What follows belongs to an exercise in optimizing a design on an open flow for small area, a short achievable clock period and few clock cycles; a production flow would make more cautious choices. Function was checked by simulation only, so behaviour that the tests miss may differ from the original. Power is estimated from default activity; no workload was simulated.

== S ==
## framer
module framer (
    input  wire        clk,
    input  wire        rst,         
    input  wire        bus_we,
    input  wire [7:0]  bus_addr,
    input  wire [31:0] bus_wdata,
    output reg  [31:0] bus_rdata,
    output reg  [7:0]  tx_data,
    output wire        tx_last,
    output wire        tx_valid,
    input  wire        tx_ready
);
Size: about 470 flip-flops, ~86 I/O pins.
==> flow/config.mk <==
export PLATFORM = sky130hd
export DESIGN_NAME = framer
export DESIGN_NICKNAME = framer
export VERILOG_FILES = /design/flow/design.v
export SDC_FILE = /design/flow/constraint.sdc
export NUM_CORES = 4
export LEC_CHECK = 0
export ABC_AREA = 1
export CAP_MARGIN = 20
export CORE_MARGIN = 2
export CORE_UTILIZATION = 40
export CTS_CLUSTER_DIAMETER = 125
export CTS_CLUSTER_SIZE = 28
export SETUP_SLACK_MARGIN = 4.0
export SLEW_MARGIN = 20
==> flow/constraint.sdc <==
create_clock -name core_clock -period 10.0 [get_ports {clk}]
set_input_delay 2.0000 -clock core_clock [delete_from_list [all_inputs] [get_ports {clk}]]
set_output_delay 2.0000 -clock core_clock [all_outputs]
set_load 0.01 [all_outputs]
run.sh (not shown) runs the stock make flow with config.mk's settings and CLKGATE_MAP_FILE= SYNTH_SCRIPT=/design/flow/synth_recipe.tcl, a recipe that flattens the netlist after the stock synthesis.
S: all stages complete, timing, DRC and antenna checks passed
Testbench counts of S, summed over its fixed seeds: cycles 18,305.
### S -> Q
diff --git a/flow/config.mk b/flow/config.mk
--- a/flow/config.mk
+++ b/flow/config.mk
@@ -12,2 +11,0 @@
-export CTS_CLUSTER_DIAMETER = 125
-export CTS_CLUSTER_SIZE = 28
NOTE routed wire length on met3 S->Q increased by a little under 10%
Compared with S, Q is hungrier on power.
When Q is set beside S, its clock power turns out to be 91% larger.
Between S and Q, the worst path required time does not differ in any meaningful way.
For Q, the source of the critical timing path was bus_addr[3], unlike S, where it was bus_addr[7].
Q ends up with a detailed router's first-iteration violation count that is about 4.4% higher than in S.
From S to Q the numbers moved as follows: setup slack after layout -0.061 ns, clock skew now larger.
The count of H-tree levels built during CTS reported for Q is greater than that of S by 1.

========
## the reference run
framer again, from the RTL that the note above started with.
==> flow/config.mk <==
export PLATFORM = sky130hd
export DESIGN_NAME = framer
export DESIGN_NICKNAME = framer
export VERILOG_FILES = /design/flow/design.v
export SDC_FILE = /design/flow/constraint.sdc
export NUM_CORES = 4
export LEC_CHECK = 0
export CAP_MARGIN = 20
export CORE_MARGIN = 2
export CORE_UTILIZATION = 40
export CTS_CLUSTER_DIAMETER = 110
export CTS_CLUSTER_SIZE = 24
export SETUP_SLACK_MARGIN = 4.0
export SLEW_MARGIN = 20
==> flow/constraint.sdc <==
create_clock -name core_clock -period 10.0 [get_ports {clk}]
set_input_delay 2.0000 -clock core_clock [delete_from_list [all_inputs] [get_ports {clk}]]
set_output_delay 2.0000 -clock core_clock [all_outputs]
set_load 0.01 [all_outputs]
Testbench counts of the reference run, summed over its fixed seeds: cycles 18,305.
Changes in the trial run relative to the reference run:
- setting ABC_AREA to 1 for the first time
## What came out
- The reference run vs the trial run, first element of the critical path: bus_addr[7] vs bus_addr[6]
- When the trial run is measured against the reference run, its number of nets in the final layout turns out 24% higher.
- The inverter count of the layout excluding clock inverters of the trial run is higher than that of the reference run.
- Top metal layer carrying routed signals: met4 -> the trial run, met5 -> the reference run
- Cell area | the trial run vs the reference run | the trial run larger
- For the trial run, the cell at the slowest stage of the critical path was o211ai_1, unlike the reference run, where it was a222oi_1.
- In the trial run, the number of clock-tree buffers in the layout came out 5.0% below the value in the reference run.
- Relative to the reference run, the maximum frequency measured on the trial run has increased by a few percent.
- For the trial run, the dominant combinational cell family by area after synthesis was simple AND/OR/NAND/NOR gates, unlike the reference run, where it was compound AO/OA/AOI/OAI gates.

========
## build 15
framer, a different RTL version from the one above (not shown whole).
For scale: about 470 flip-flops, roughly 86 I/O pins.
clock: 10.0 ns
lec_check: 0
cap_margin: 20
core_margin: 2
core_utilization: 40
cts_cluster_diameter: 110
cts_cluster_size: 24
setup_slack_margin: 4.0
slew_margin: 20
Testbench counts of build 15, summed over its fixed seeds: cycles 18,305.
Input changes introduced in build 42 (baseline for comparison: build 15):
# build 15
export LEC_CHECK = 0
export CAP_MARGIN = 20
export CORE_MARGIN = 2
export CORE_UTILIZATION = 40
export CTS_CLUSTER_DIAMETER = 110
export CTS_CLUSTER_SIZE = 24
export SETUP_SLACK_MARGIN = 4.0
export SLEW_MARGIN = 20
create_clock -name core_clock -period 10.0 [get_ports {clk}]
# build 42
export LEC_CHECK = 0
export CAP_MARGIN = 20
export CORE_MARGIN = 2
export CORE_UTILIZATION = 40
export SETUP_SLACK_MARGIN = 5.0
export SLEW_MARGIN = 20
create_clock -name core_clock -period 10.0 [get_ports {clk}]
Findings:
[compare] base=build 15 new=build 42: deepest level of the CTS H-tree now larger; power share of the sequential group now smaller; non-clock buffer contribution to total cell area now larger; total placed instance area now larger; number of non-clock buffers in the layout now larger. Master of the slowest instance on the critical path = a222oi_1: build 15; master of the slowest instance on the critical path = o211ai_1: build 42.
The following lists how build 5 was set up differently from build 42:
# build 42
export LEC_CHECK = 0
export CAP_MARGIN = 20
export CORE_MARGIN = 2
export CORE_UTILIZATION = 40
export SETUP_SLACK_MARGIN = 5.0
export SLEW_MARGIN = 20
create_clock -name core_clock -period 10.0 [get_ports {clk}]
# build 5
export LEC_CHECK = 0
export CAP_MARGIN = 20
export CORE_MARGIN = 2
export CORE_UTILIZATION = 60
export PLACE_DENSITY = 0.72
export SETUP_SLACK_MARGIN = 4.0
export SLEW_MARGIN = 20
create_clock -name core_clock -period 10.0 [get_ports {clk}]
### Flow results
Measured against build 42, the cell area of build 5 comes out at 0.924 times the reference value.
On met2 usage in global routing: build 5 sits above build 42.
Looking at global-route met3 utilization across build 5 and build 42, the one that comes out higher is build 5.
Build 42 reports its end of the critical path as bus_rdata[2] while build 5 reports u_e2.r[13].
Global-route usage, build 5 and build 42: higher on build 5
Wire length of the first global-routing pass for build 5 is lower than for build 42.

========
RTL: one of the versions met above, not the one the previous note started from.
For scale: ~3300 cells after synthesis, ~470 flip-flops, ~30000 sq um of cells after synthesis.
==> flow/config.mk <==
export PLATFORM = sky130hd
export DESIGN_NAME = framer
export DESIGN_NICKNAME = framer
export VERILOG_FILES = /design/flow/design.v
export SDC_FILE = /design/flow/constraint.sdc
export NUM_CORES = 4
export LEC_CHECK = 0
export CAP_MARGIN = 20
export CORE_MARGIN = 2
export CORE_UTILIZATION = 40
export SETUP_SLACK_MARGIN = 4.0
export SLEW_MARGIN = 20
==> flow/constraint.sdc <==
create_clock -name core_clock -period 10.0 [get_ports {clk}]
set_input_delay 2.0000 -clock core_clock [delete_from_list [all_inputs] [get_ports {clk}]]
set_output_delay 2.0000 -clock core_clock [all_outputs]
set_load 0.01 [all_outputs]
Testbench counts at the start, summed over its fixed seeds: cycles 18,305.
Then changed:
- ABC_AREA: unset -> 1
- CTS_CLUSTER_DIAMETER: unset -> 110
- CTS_CLUSTER_SIZE: unset -> 24
- SETUP_SLACK_MARGIN: 4.0 -> 4.3
What happened:
- The new run completed without violations
- sequential cell count stays the same
- sequential power rose slightly
- design area went up by a few percent
- setup slack is better by 0.31 ns
Then changed:
- ABC_AREA: 1 -> unset
- CTS_CLUSTER_DIAMETER: 110 -> unset
- CTS_CLUSTER_SIZE: 24 -> unset
- SETUP_SLACK_MARGIN: 4.3 -> 4.2
After rerunning: The changed run finished clean. Hold slack got worse by 0.0064 ns. Count of clock-buffer cells in the layout is higher by 34. Cell count is lower by 15%. Power is higher by 6.2%. Sequential share of layout area is higher by 1.1 points. Via count is lower by about 7.5%. Clock skew is lower by 0.012 ns. Register-to-register slack got worse by 0.12 ns. Worst setup slack got worse by 0.41 ns. Clock power is higher by 68%. Synthesized area is lower by 1.7%.

========
wip/xenon:
framer, a different RTL version from the one above (not shown whole).
Size: about 480 flip-flops, ~86 I/O pins.
==> flow/config.mk <==
export PLATFORM = sky130hd
export DESIGN_NAME = framer
export DESIGN_NICKNAME = framer
export VERILOG_FILES = /design/flow/design.v
export SDC_FILE = /design/flow/constraint.sdc
export NUM_CORES = 4
export LEC_CHECK = 0
export CAP_MARGIN = 20
export CORE_MARGIN = 2
export CORE_UTILIZATION = 40
export SLEW_MARGIN = 20
==> flow/constraint.sdc <==
create_clock -name core_clock -period 10.0 [get_ports {clk}]
set_input_delay 2.0000 -clock core_clock [delete_from_list [all_inputs] [get_ports {clk}]]
set_output_delay 2.0000 -clock core_clock [all_outputs]
set_load 0.01 [all_outputs]
Testbench counts of wip/xenon, summed over its fixed seeds: cycles 18,689.
Inputs modified between wip/xenon and wip/fjord:
- putting SETUP_SLACK_MARGIN at 4.5 where nothing was set
==> notes.md <==
wip/fjord closes out successfully: all stages finished, all timing, DRC and antenna checks passed. Measured against each other, wip/fjord and wip/xenon differ in count of clock-buffer cells in the layout, the lower figure coming from wip/fjord. Delta (wip/fjord minus wip/xenon): post-synthesis mux area share essentially unchanged, met3 track utilization from global routing comparable. Summary of wip/fjord over wip/xenon: detailed-route wire length shows an increase of 6.8%, HPWL after detailed placement up 1000 um. The final cell count of wip/fjord exceeds that of wip/xenon by 5.3%. wip/fjord reports its critical path capture point as bus_rdata[27] while wip/xenon reports bus_rdata[31]. Re layout overhead on the synthesized area: wip/fjord is 11 points up on wip/xenon. Est. power | wip/fjord vs wip/xenon | wip/fjord higher. Relative contribution of combinational cells to total power for wip/fjord is higher than for wip/xenon.

-- re-timing with driven ports --
The results above use ideal ports. As a check the final layouts listed here were re-extracted and re-timed, cells and wires unchanged.
Step 1 assumes that a clkbuf_16 drives the clock port and a buf_2 every other input.
Step 2 also shifts input and output timing later by t, the mid clock arrival at the registers, as if the neighbouring blocks saw the same clock.
Slacks: ideal ports / drivers / drivers and shift; pairs: ideal ports / drivers.
run | shift t [ns] | slack for setup (ns) | slew at the worst register clock pin (ns)
S | 0.647 | 4.002 / 3.965 / 3.965 | 0.12 / 0.12
Q | 0.694 | 3.940 / 3.913 / 3.913 | 0.07 / 0.07
the reference run | 0.667 | 3.696 / 3.647 / 3.647 | 0.11 / 0.11
the trial run | 0.666 | 3.959 / 3.921 / 3.921 | 0.11 / 0.11
build 15 | 0.654 | 3.989 / 3.934 / 3.934 | 0.11 / 0.11
build 42 | 0.677 | 4.009 / 3.963 / 3.963 | 0.07 / 0.07
build 5 | 0.673 | 3.912 / 3.912 / 3.912 | 0.07 / 0.07
the first run of note 4 | 0.692 | 3.713 / 3.663 / 3.663 | 0.07 / 0.07
the second run of note 4 | 0.671 | 4.027 / 3.987 / 3.987 | 0.11 / 0.11
the third run of note 4 | 0.698 | 3.614 / 3.568 / 3.568 | 0.07 / 0.07
wip/xenon | 0.691 | 2.086 / 2.043 / 2.043 | 0.07 / 0.07
wip/fjord | 0.686 | 3.966 / 3.898 / 3.898 | 0.07 / 0.07
After both steps every run listed still meets setup and hold. The setup slack of wip/fjord, which loses most, moves by -0.068 ns with the drivers and by -0.068 ns with both steps.
